What follows belongs to an exercise in optimizing a design on an open flow for small area, a short achievable clock period and few clock cycles per item; a production flow would make more cautious choices.
The RTL was checked by simulation tests, not by an equivalence proof against the original design.

==> build 47: inputs <==
// pedais_fx
module pedais_fx (
    input  wire        clk,
    input  wire        rst,
    input  wire        start,
    input  wire        load,
    input  wire        op,       
    input  wire  [1:0] ksel,     
    input  wire        tone,
    input  wire        lvl,
    input  wire        mix,
    input  wire [31:0] p0,
    input  wire [31:0] p1,
    input  wire [31:0] p2,
    input  wire [31:0] p3,
    input  wire [31:0] x,
    output wire        ready,
    output reg         done,
    output reg  [31:0] y
);
clock: 25.0 ns
lec_check: 0
abc_clock_period_in_ps: 7000
cap_margin: 20
core_margin: 2
core_utilization: 40
place_density: 0.5
slew_margin: 20
synth_hierarchical: 1
tns_end_percent: 20
standard.sh (not shown) runs the stock make flow with config.mk's settings and CLKGATE_MAP_FILE= SYNTH_SCRIPT=/design/flow/synth_recipe.tcl, a recipe that flattens the netlist after the stock synthesis.
==> flow/flow/run.sh <==
#!/bin/bash
# The standard layout (standard.sh: ORFS synthesis to final layout, with
# the settings of config.mk), except that the timing repair after clock-tree
# synthesis and after global routing aims for SETUP_SLACK_MARGIN ns of setup
# slack at the design's clock period instead of 0 ns. The clock period and
# all constraints are unchanged; only how hard repair_timing works changes.
# Each step's full output stays in ORFS's own logs under orfs/logs; make's
# output goes to standard.log here.
set -euo pipefail
export SETUP_SLACK_MARGIN=17.5
bash standard.sh > standard.log 2>&1
==> inputs of build 48, as changes to build 47 <==
--- a/flow/design.v
+++ b/flow/design.v
@@ -441,20 +441,36 @@
     reg [31:0] F4 [0:NB-1];    
     reg [31:0] cF0, cF3;
     reg  [5:0] cFL;            
     reg  [5:0] cnt [0:NB-1];   
     reg  [1:0] cb;             
     wire [1:0] nb = (cb == NB - 1) ? 2'd0 : cb + 2'd1;
-    reg        ready_r, pend2;
+    reg        ready_q, pend2;
     reg        i_acc, i_ld;
     reg [31:0] i_x, i_p0, i_p1, i_p2, i_p3;
     reg  [5:0] i_fl;           
     wire       t_ld = i_acc && i_ld;            
     wire [1:0] nbe  = t_ld ? ((nb == NB - 1) ? 2'd0 : nb + 2'd1) : nb;
-    assign ready = ready_r && (cnt[nbe] <= 6'd2);
+    assign ready = ready_q;
     wire acc    = start && ready;
+    reg  [5:0] cnt_n [0:NB-1];
+    integer    n;
+    always @* begin
+        for (n = 0; n < NB; n = n + 1)
+            if ((i_acc | pend2) && (t_ld ? nb : cb) == n)
+                cnt_n[n] = KR;
+            else if (cnt[n] != 6'd0)
+                cnt_n[n] = cnt[n] - 6'd1;
+            else
+                cnt_n[n] = 6'd0;
+    end
+    wire [1:0] cb_n   = t_ld ? nb : cb;
+    wire [1:0] nb_n   = (cb_n == NB - 1) ? 2'd0 : cb_n + 2'd1;
+    wire [1:0] nb2_n  = (nb_n == NB - 1) ? 2'd0 : nb_n + 2'd1;
+    wire       free_a = cnt_n[nb_n] <= 6'd2;     
+    wire       free_b = cnt_n[nb2_n] <= 6'd2;    
     reg [NS:1] v;
     reg  [1:0] k1, b1;
     reg [31:0] x1;
     reg [31:0] a1_a, a1_b;     
     localparam SBW = 43;
     wire [SBW-1:0] sb1;
@@ -673,27 +689,24 @@
         if (wr_ls)
             F2[bP] <= qP;
         if (rst) begin
             i_acc   <= 1'b0;
             v       <= {NS{1'b0}};
             done    <= 1'b0;
-            ready_r <= 1'b1;
+            ready_q <= 1'b1;
             pend2   <= 1'b0;
             cb      <= 2'd0;
             for (i = 0; i < NB; i = i + 1)
                 cnt[i] <= 6'd0;
         end else begin
             i_acc   <= acc;
             v       <= {v[NS-1:1], i_acc | pend2};
             done    <= v[NS] && (sbL[35:34] == K_SMP);
             pend2   <= t_ld && !i_fl[5] && i_fl[2] && i_fl[1];
-            ready_r <= !(acc && load && !op && tone && lvl);
-            if (t_ld)
-                cb <= nb;
+            ready_q <= !(acc && load && !op && tone && lvl) &&
+                       ((acc && load) ? free_b : free_a);
+            cb      <= cb_n;
             for (i = 0; i < NB; i = i + 1)
-                if ((i_acc | pend2) && (t_ld ? nb : cb) == i)
-                    cnt[i] <= KR;
-                else if (cnt[i] != 6'd0)
-                    cnt[i] <= cnt[i] - 6'd1;
+                cnt[i] <= cnt_n[i];
         end
     end
 endmodule
--- a/flow/flow/run.sh
+++ b/flow/flow/run.sh
@@ -4,8 +4,8 @@
 # synthesis and after global routing aims for SETUP_SLACK_MARGIN ns of setup
 # slack at the design's clock period instead of 0 ns. The clock period and
 # all constraints are unchanged; only how hard repair_timing works changes.
 # Each step's full output stays in ORFS's own logs under orfs/logs; make's
 # output goes to standard.log here.
 set -euo pipefail
-export SETUP_SLACK_MARGIN=17.5
+export SETUP_SLACK_MARGIN=18
 bash standard.sh > standard.log 2>&1
- CELL_PAD_IN_SITES_DETAIL_PLACEMENT: unset -> 1
- CELL_PAD_IN_SITES_GLOBAL_PLACEMENT: unset -> 2
- CORE_UTILIZATION: 40 -> 38
==> inputs of build 8, as changes to build 47 <==
--- a/flow/design.v
+++ b/flow/design.v
@@ -441,20 +441,36 @@
     reg [31:0] F4 [0:NB-1];    
     reg [31:0] cF0, cF3;
     reg  [5:0] cFL;            
     reg  [5:0] cnt [0:NB-1];   
     reg  [1:0] cb;             
     wire [1:0] nb = (cb == NB - 1) ? 2'd0 : cb + 2'd1;
-    reg        ready_r, pend2;
+    reg        ready_q, pend2;
     reg        i_acc, i_ld;
     reg [31:0] i_x, i_p0, i_p1, i_p2, i_p3;
     reg  [5:0] i_fl;           
     wire       t_ld = i_acc && i_ld;            
     wire [1:0] nbe  = t_ld ? ((nb == NB - 1) ? 2'd0 : nb + 2'd1) : nb;
-    assign ready = ready_r && (cnt[nbe] <= 6'd2);
+    assign ready = ready_q;
     wire acc    = start && ready;
+    reg  [5:0] cnt_n [0:NB-1];
+    integer    n;
+    always @* begin
+        for (n = 0; n < NB; n = n + 1)
+            if ((i_acc | pend2) && (t_ld ? nb : cb) == n)
+                cnt_n[n] = KR;
+            else if (cnt[n] != 6'd0)
+                cnt_n[n] = cnt[n] - 6'd1;
+            else
+                cnt_n[n] = 6'd0;
+    end
+    wire [1:0] cb_n   = t_ld ? nb : cb;
+    wire [1:0] nb_n   = (cb_n == NB - 1) ? 2'd0 : cb_n + 2'd1;
+    wire [1:0] nb2_n  = (nb_n == NB - 1) ? 2'd0 : nb_n + 2'd1;
+    wire       free_a = cnt_n[nb_n] <= 6'd2;     
+    wire       free_b = cnt_n[nb2_n] <= 6'd2;    
     reg [NS:1] v;
     reg  [1:0] k1, b1;
     reg [31:0] x1;
     reg [31:0] a1_a, a1_b;     
     localparam SBW = 43;
     wire [SBW-1:0] sb1;
@@ -673,27 +689,24 @@
         if (wr_ls)
             F2[bP] <= qP;
         if (rst) begin
             i_acc   <= 1'b0;
             v       <= {NS{1'b0}};
             done    <= 1'b0;
-            ready_r <= 1'b1;
+            ready_q <= 1'b1;
             pend2   <= 1'b0;
             cb      <= 2'd0;
             for (i = 0; i < NB; i = i + 1)
                 cnt[i] <= 6'd0;
         end else begin
             i_acc   <= acc;
             v       <= {v[NS-1:1], i_acc | pend2};
             done    <= v[NS] && (sbL[35:34] == K_SMP);
             pend2   <= t_ld && !i_fl[5] && i_fl[2] && i_fl[1];
-            ready_r <= !(acc && load && !op && tone && lvl);
-            if (t_ld)
-                cb <= nb;
+            ready_q <= !(acc && load && !op && tone && lvl) &&
+                       ((acc && load) ? free_b : free_a);
+            cb      <= cb_n;
             for (i = 0; i < NB; i = i + 1)
-                if ((i_acc | pend2) && (t_ld ? nb : cb) == i)
-                    cnt[i] <= KR;
-                else if (cnt[i] != 6'd0)
-                    cnt[i] <= cnt[i] - 6'd1;
+                cnt[i] <= cnt_n[i];
         end
     end
 endmodule
--- a/flow/flow/run.sh
+++ b/flow/flow/run.sh
@@ -4,8 +4,8 @@
 # synthesis and after global routing aims for SETUP_SLACK_MARGIN ns of setup
 # slack at the design's clock period instead of 0 ns. The clock period and
 # all constraints are unchanged; only how hard repair_timing works changes.
 # Each step's full output stays in ORFS's own logs under orfs/logs; make's
 # output goes to standard.log here.
 set -euo pipefail
-export SETUP_SLACK_MARGIN=17.5
+export SETUP_SLACK_MARGIN=18
 bash standard.sh > standard.log 2>&1
==> notes.md <==
metric                                                                           build 47        build 48         build 8
Multi-Input Combinational                                                          24,099          23,758          23,769
Non-clock buffering overhead in the final layout                                    1.87%           2.62%           2.44%
Register-to-register setup slack                                                 17.38 ns        18.05 ns        18.03 ns
Fraction of met1 tracks used by global routing                                      37.0%           41.4%           37.3%
Critical Path Source                                                                cb[1]         ready_q         ready_q
Final worst-path setup slack                                                     17.21 ns        17.94 ns        17.94 ns
H-Tree Depth                                                                            6               6               5
Later-pin clock latency in the skew report                                        1.14 ns         1.19 ns         1.14 ns
Well tap count                                                                     10,855          11,457          10,855
Non-Clock Inverter Count                                                            3,364           3,383           3,378
Run status                                                                 finished clean  finished clean  finished clean
Detail-routed net length per standard cell                                        25.8 um         29.2 um         26.3 um
Final weighted congestion of routability-driven global placement                    0.939           0.925           0.940
Number of cells produced by synthesis                                              34,409          34,001          34,001
Core utilization of the finished layout                                             43.4%           42.0%           43.7%
Number of search-and-repair iterations in the first detailed-routing pass               7               8               8
Placeable core area                                                             0.817 mm2       0.857 mm2       0.816 mm2
Critical register-to-register path startpoint                                    sbs[634]        sbs[893]         ds[443]
Setup bufs post-CTS                                                                    25              57              63
Resize count post-CTS                                                                  52             161             154
Initial antenna violation count                                                        55             124              87
Maximum net fanout on the critical path                                                 7               3               3
Testbench counts of build 47, summed over its fixed seeds: cycles 3,392, items 2,945.
Testbench counts of build 48, summed over its fixed seeds: cycles 3,392, items 2,945.
Testbench counts of build 8, summed over its fixed seeds: cycles 3,392, items 2,945.

[re-timing with driven ports]
In the flow no input, the clock included, has a driving cell. The finished layouts below were timed again as built, in two steps. Step 1 sets driving cells, clkbuf_16 on the clock port and buf_2 on the other inputs (assumed; they add their load-dependent delay and slew). Step 2 moves the port delays by t, midway between the first and last clock arrival at a register: inputs arrive t later, outputs are due t later. That takes back most of the time a late clock gives input paths. a / b / c = no drivers / after step 1 / after step 2; a / b = the first two.
run | shift t [ns] | slack for setup (ns) | hold WS [ns]
build 47 | 1.252 | 17.215 / 17.066 / 17.376 | 0.273 / 0.273 / 0.273
build 48 | 1.289 | 17.944 / 17.785 / 18.053 | 0.298 / 0.298 / 0.298
build 8 | 1.232 | 17.938 / 17.782 / 18.030 | 0.265 / 0.265 / 0.265
After both steps every run listed still meets setup and hold.
